Source: an optimization exercise on an open RTL-to-GDS flow (aim: small area, a short achievable clock period and few clock cycles). Production flows keep margins and buffers that such runs may drop.
In this exercise RTL edits were held to simulation tests only and were not proved equivalent to the original.
Power and IR drop assume default switching activity.

==> flow/design.v <==
module vpk_runcodec (
    input  wire        clk,
    input  wire        rst,
    input  wire        cmd_valid,
    output wire        cmd_ready,
    input  wire        cmd_op,       
    input  wire        cmd_codec,    
    input  wire [6:0]  cmd_w,
    input  wire [7:0]  cmd_n,
    input  wire        in_valid,
    output wire        in_ready,
    input  wire [63:0] in_data,
    output wire        out_valid,
    input  wire        out_ready,
    output wire [63:0] out_data,
    output wire        out_last,
    output wire        rsp_valid,
    output wire [3:0]  rsp_err,
    output wire [10:0] rsp_result
);
    function automatic cmd_ok_f(input op, input codec, input [6:0] w, input [7:0] n);
        reg n_ok, w_le, w_set;
        begin
            n_ok  = (n != 8'd0) && (n <= 8'd128);
            w_le  = codec ? (w <= 7'd64) : (w <= 7'd32);
            w_set = (w <= 7'd12) || (w == 7'd16) || (w == 7'd32) || (codec && (w == 7'd64));
            cmd_ok_f = n_ok && (op ? w_set : w_le);
        end
    endfunction
    function automatic [23:0] pdec(input [6:0] p);
        integer t;
        reg [7:0] gt, eq, ge;
        begin
            for (t = 0; t < 8; t = t + 1) begin
                gt[t] = (t > p[6:3]);
                eq[t] = (t == p[6:3]);
                ge[t] = (t >= p[2:0]);
            end
            pdec = {gt, eq, ge};
        end
    endfunction
    function automatic [5:0] stepf(input op, input err, input flush, input last,
                                   input s_ge64, input s_gt64);
        reg pk, up, useb, spill;
        begin
            pk    = !op && !err && !flush;
            up    = op && !err;
            useb  = up && s_gt64;
            spill = pk && last && s_gt64;
            stepf = {pk || useb, !pk || s_ge64 || last,
                     err || flush || (last && !spill), spill, useb, pk && s_ge64};
        end
    endfunction
    reg        q0v, q0op, q0codec;
    reg [6:0]  q0w;
    reg [7:0]  q0n;
    reg        q1v, q1op, q1codec;
    reg [6:0]  q1w;
    reg [7:0]  q1n;
    wire q0_ok = cmd_ok_f(q0op, q0codec, q0w, q0n);
    reg         csv, csop;
    reg  [6:0]  csw;
    reg  [7:0]  csn;
    reg         psel;      
    reg  [11:0] px;        
    reg  [7:0]  palt;      
    reg  [7:0]  c_alt;
    always @(*) begin
        if (!csv) c_alt = 8'd0;
        else if (!csop) c_alt = csn;
        else case (csw[6:4])
            3'b100:  c_alt = csn;
            3'b010:  c_alt = 8'((csn + 8'd1) >> 1);
            3'b001:  c_alt = 8'((csn + 8'd3) >> 2);
            default: c_alt = 8'd0;
        endcase
    end
    wire [7:0]  c_words = psel ? 8'(px[11:6] + {5'd0, (px[5:0] != 6'd0)}) : palt;
    reg  [8:0]  in_cnt;    
    reg         cnt_nz;
    reg        ev, eop, eerr, eflush, elast;
    reg [6:0]  ew;
    reg [7:0]  en;        
    reg [23:0] pd;        
    reg [7:0]  s;         
    reg [5:0]  ramt;      
    reg [7:0]  k;         
    reg        f_needb, f_wo, f_fin, f_spill, f_useb, f_pkfull;
    reg        bv, b2v;
    reg [63:0] b, b2;     
    reg [63:0] a;         
    reg        ov, olast, orsp, oerr;
    reg [10:0] ores;
    reg [63:0] od;
    reg        rv, rerr;
    reg [10:0] rres;
    wire o_free  = !ov || out_ready;
    wire fire    = ev && (!f_needb || bv) && (!f_wo || o_free);
    wire promote = q0v && (!ev || (fire && f_fin));
    wire q0_free = !q0v || promote;
    wire e_upd   = promote || fire;
    assign cmd_ready = !q1v;
    wire cmd_fire = cmd_valid && cmd_ready;
    wire cmd_to_q0 = q0_free && !q1v;
    assign in_ready = !b2v && cnt_nz;
    wire in_fire = in_valid && in_ready;
    wire bfree   = !bv || (fire && f_needb);
    wire [63:0] ones = {64{1'b1}};
    wire [7:0]  pgt = pd[23:16], peq = pd[15:8], pge = pd[7:0];
    wire [7:0]  ugt = pgt & {8{eop}}, ueq = peq & {8{eop}};
    wire [63:0] hmp, hmu;                                     
    genvar gi;
    generate
        for (gi = 0; gi < 64; gi = gi + 1) begin : g_hm
            assign hmp[gi] = pgt[(63 - gi) / 8] | (peq[(63 - gi) / 8] & pge[(63 - gi) % 8]);
            assign hmu[gi] = ugt[(63 - gi) / 8] | (ueq[(63 - gi) / 8] & pge[(63 - gi) % 8]);
        end
    endgenerate
    wire [6:0]  smin = (s[7] | s[6]) ? 7'd64 : s[6:0];
    wire [63:0] hms  = ones >> smin;                          
    wire [63:0] lmw  = ~(ones << ew);                         
    wire [63:0] rot_in  = (a & hmu) | (b & ~hmu);
    wire [127:0] rot2   = {rot_in, rot_in} << ramt;
    wire [63:0] rot     = rot2[127:64];
    wire [63:0] m_rot   = eop ? lmw : (hmp & ~hms);
    wire [63:0] m_a     = eop ? 64'd0 : ~hmp;
    wire [63:0] oword   = (rot & m_rot) | (a & m_a);
    wire [63:0] sa      = eop ? 64'd0 : (hmp | {64{f_pkfull}});
    wire [63:0] sk      = eop ? 64'd0 : ~(hmp | {64{f_pkfull}});
    wire [63:0] a_n     = (rot & sa) | (a & sk) | (b & {64{eop}});
    wire        wrapd   = f_useb || f_pkfull;
    wire [6:0]  pos_n   = wrapd ? 7'(s - 8'd64) : s[6:0];
    wire [7:0]  t       = s + {1'b0, ew};
    wire [7:0]  s_n     = wrapd ? (t - 8'd64) : t;
    wire        sn_ge64 = wrapd ? t[7] : (t >= 8'd64);
    wire        sn_gt64 = wrapd ? (t > 8'd128) : (t > 8'd64);
    wire [5:0]  ramt_n  = eop ? (ramt + ew[5:0]) : (ramt - ew[5:0]);
    wire        k_inc   = f_pkfull || f_useb;
    wire [7:0]  k_n     = k + {7'd0, k_inc};
    wire        o_dv    = !eerr && !(!eop && !eflush && elast && (ew == 7'd0));
    wire [6:0]  b_fin   = eop ? pos_n : s[6:0];
    wire [7:0]  k_r     = eop ? k_n : k;
    wire [10:0] res_fin = eerr ? 11'd0 : ({k_r, 3'b000} + {7'd0, 4'((b_fin + 7'd7) >> 3)});
    wire [8:0]  in_tot   = in_cnt + {1'b0, c_words};
    always @(posedge clk) begin
        if (rst) begin
            q0v <= 1'b0; q1v <= 1'b0; csv <= 1'b0; psel <= 1'b0; palt <= 8'd0;
            in_cnt <= 9'd0; cnt_nz <= 1'b0;
            ev <= 1'b0;
            bv <= 1'b0; b2v <= 1'b0;
            ov <= 1'b0; orsp <= 1'b0;
            rv <= 1'b0;
        end else begin
            csv  <= cmd_fire && cmd_ok_f(cmd_op, cmd_codec, cmd_w, cmd_n);
            psel <= csv && csop && (csw[6:4] == 3'b000);
            palt <= c_alt;
            if (cmd_fire && cmd_to_q0) begin
                q0v <= 1'b1;
            end else if (q0_free) begin
                q0v <= q1v;
                q1v <= cmd_fire;
            end else if (cmd_fire) begin
                q1v <= 1'b1;
            end
            in_cnt <= in_tot - {8'd0, in_fire};
            cnt_nz <= in_fire ? (in_tot > 9'd1) : (in_tot != 9'd0);
            if (bfree) bv <= b2v || in_fire;
            if (bfree) b2v <= 1'b0;
            else if (in_fire) b2v <= 1'b1;
            if (promote) ev <= 1'b1;
            else if (fire && f_fin) ev <= 1'b0;
            if (fire && f_wo) begin
                ov    <= o_dv;
                olast <= f_fin;
                orsp  <= f_fin;
                oerr  <= eerr;
                ores  <= res_fin;
            end else if (o_free) begin
                ov   <= 1'b0;
                orsp <= 1'b0;
            end
            rv <= orsp && o_free;
        end
        if (promote) begin
            eop    <= q0op;
            eerr   <= !q0_ok;
            eflush <= 1'b0;
            elast  <= (q0n == 8'd1);
            ew     <= q0w;
            en     <= q0n;
            pd     <= q0op ? pdec(7'd64) : pdec(7'd0);
            s      <= q0op ? (8'd64 + {1'b0, q0w}) : {1'b0, q0w};
            ramt   <= q0op ? q0w[5:0] : (6'd0 - q0w[5:0]);
            k      <= q0op ? 8'hFF : 8'd0;
            {f_needb, f_wo, f_fin, f_spill, f_useb, f_pkfull} <=
                stepf(q0op, !q0_ok, 1'b0, q0n == 8'd1, q0op || q0w[6], q0op ? (q0w != 7'd0) : 1'b0);
        end else if (fire) begin
            k   <= k_n;
            pd  <= pdec(pos_n);
            if (f_spill) begin
                eflush <= 1'b1;
                s      <= {1'b0, pos_n};
                {f_needb, f_wo, f_fin, f_spill, f_useb, f_pkfull} <= 6'b011000;
            end else begin
                en    <= en - 8'd1;
                elast <= (en == 8'd2);
                s     <= s_n;
                ramt  <= ramt_n;
                {f_needb, f_wo, f_fin, f_spill, f_useb, f_pkfull} <=
                    stepf(eop, eerr, eflush, en == 8'd2, sn_ge64, sn_gt64);
            end
        end
        if (cmd_fire && cmd_to_q0) begin
            q0op <= cmd_op; q0codec <= cmd_codec; q0w <= cmd_w; q0n <= cmd_n;
        end else if (q0_free && q1v) begin
            q0op <= q1op; q0codec <= q1codec; q0w <= q1w; q0n <= q1n;
        end
        if (cmd_fire && !cmd_to_q0) begin
            q1op <= cmd_op; q1codec <= cmd_codec; q1w <= cmd_w; q1n <= cmd_n;
        end
        csop <= cmd_op; csw <= cmd_w; csn <= cmd_n;
        px <= csn * csw[3:0];
        if (bfree) b <= b2v ? b2 : in_data;
        if (!bfree && in_fire) b2 <= in_data;
        if (fire && f_needb) a <= a_n;
        if (fire && f_wo) od <= oword;
        if (orsp && o_free) begin
            rres <= ores;
            rerr <= oerr;
        end
    end
    assign out_valid  = ov;
    assign out_data   = od;
    assign out_last   = olast;
    assign rsp_valid  = rv;
    assign rsp_err    = {2'b00, rerr, 1'b0};
    assign rsp_result = rres;
endmodule
make LEC_CHECK=0 ABC_AREA=1 CAP_MARGIN=20 CORE_MARGIN=2 CORE_UTILIZATION=50 PLACE_DENSITY=0.65 SETUP_SLACK_MARGIN=5 SLEW_MARGIN=20 finish   # period 8.0 ns
run.sh (not shown) runs the stock make flow with config.mk's settings and CLKGATE_MAP_FILE= SYNTH_SCRIPT=/design/flow/synth_recipe.tcl, a recipe that flattens the netlist after the stock synthesis.
Testbench counts at the start, summed over its fixed seeds: cycles 62,757.
==> next run, changes <==
--- a/flow/design.v
+++ b/flow/design.v
@@ -93,8 +93,7 @@
     reg [10:0] ores;
     reg [63:0] od;
-    reg        rv, rerr;
-    reg [10:0] rres;
+    reg        rv;
     wire o_free  = !ov || out_ready;
-    wire fire    = ev && (!f_needb || bv) && (!f_wo || o_free);
+    wire fire    = ev && (!f_needb || bv) && (!f_wo || o_free) && !(f_fin && orsp);
     wire promote = q0v && (!ev || (fire && f_fin));
     wire q0_free = !q0v || promote;
@@ -174,6 +173,8 @@
                 olast <= f_fin;
                 orsp  <= f_fin;
-                oerr  <= eerr;
-                ores  <= res_fin;
+                if (f_fin) begin
+                    oerr <= eerr;
+                    ores <= res_fin;
+                end
             end else if (o_free) begin
                 ov   <= 1'b0;
@@ -225,8 +226,4 @@
         if (fire && f_needb) a <= a_n;
         if (fire && f_wo) od <= oword;
-        if (orsp && o_free) begin
-            rres <= ores;
-            rerr <= oerr;
-        end
     end
     assign out_valid  = ov;
@@ -234,5 +231,5 @@
     assign out_last   = olast;
     assign rsp_valid  = rv;
-    assign rsp_err    = {2'b00, rerr, 1'b0};
-    assign rsp_result = rres;
+    assign rsp_err    = {2'b00, oerr, 1'b0};
+    assign rsp_result = ores;
 endmodule
After rerunning: The changed run finished clean; clock-buffer cell count is higher by 4; critical path depth is higher by 2; clock power is lower by about 2%; total power hardly moves; routed wire length is higher by 1.8%; sequential share of layout area is lower by 0.91 points; flip-flop and latch count is lower by 12; synthesized cell count is lower by 0.37%; worst hold slack gets better by 45 ps; synthesized area is lower by 1.2%; combinational power is higher by about 3%; via count barely changes; die area is lower by 1.2%; final area is lower by 0.39%.
Testbench counts after the change, summed over its fixed seeds: cycles 62,950.

port drivers added, routing unchanged:
In the flow no input, the clock included, has a driving cell. The finished layouts below were timed again as built, in two steps.
Step 1: set_driving_cell puts a clkbuf_16 on clk and a buf_2 on each other input, an assumption about the parent block.
Step 2 also shifts input and output timing later by t, the mid clock arrival at the registers, as if the neighbouring blocks saw the same clock.
a / b / c = ideal / step 1 / step 2; a / b = the first two.
| run | t (ns) | setup slack, ns | clock arrival spread, ns | worst data-port slew with drivers (ns) | pins driven straight from the clock port |
|---|---|---|---|---|---|
| the first run | 0.679 | 4.937 / 4.937 / 4.403 | 0.042 / 0.041 | 0.08 | 1 |
| the second run | 0.675 | 4.916 / 4.916 / 4.345 | 0.051 / 0.052 | 0.06 | 1 |
After both steps setup and hold are still met in every run listed. The setup slack of the second run, which loses most, moves by 0.000 ns with the drivers and by -0.571 ns with both steps.
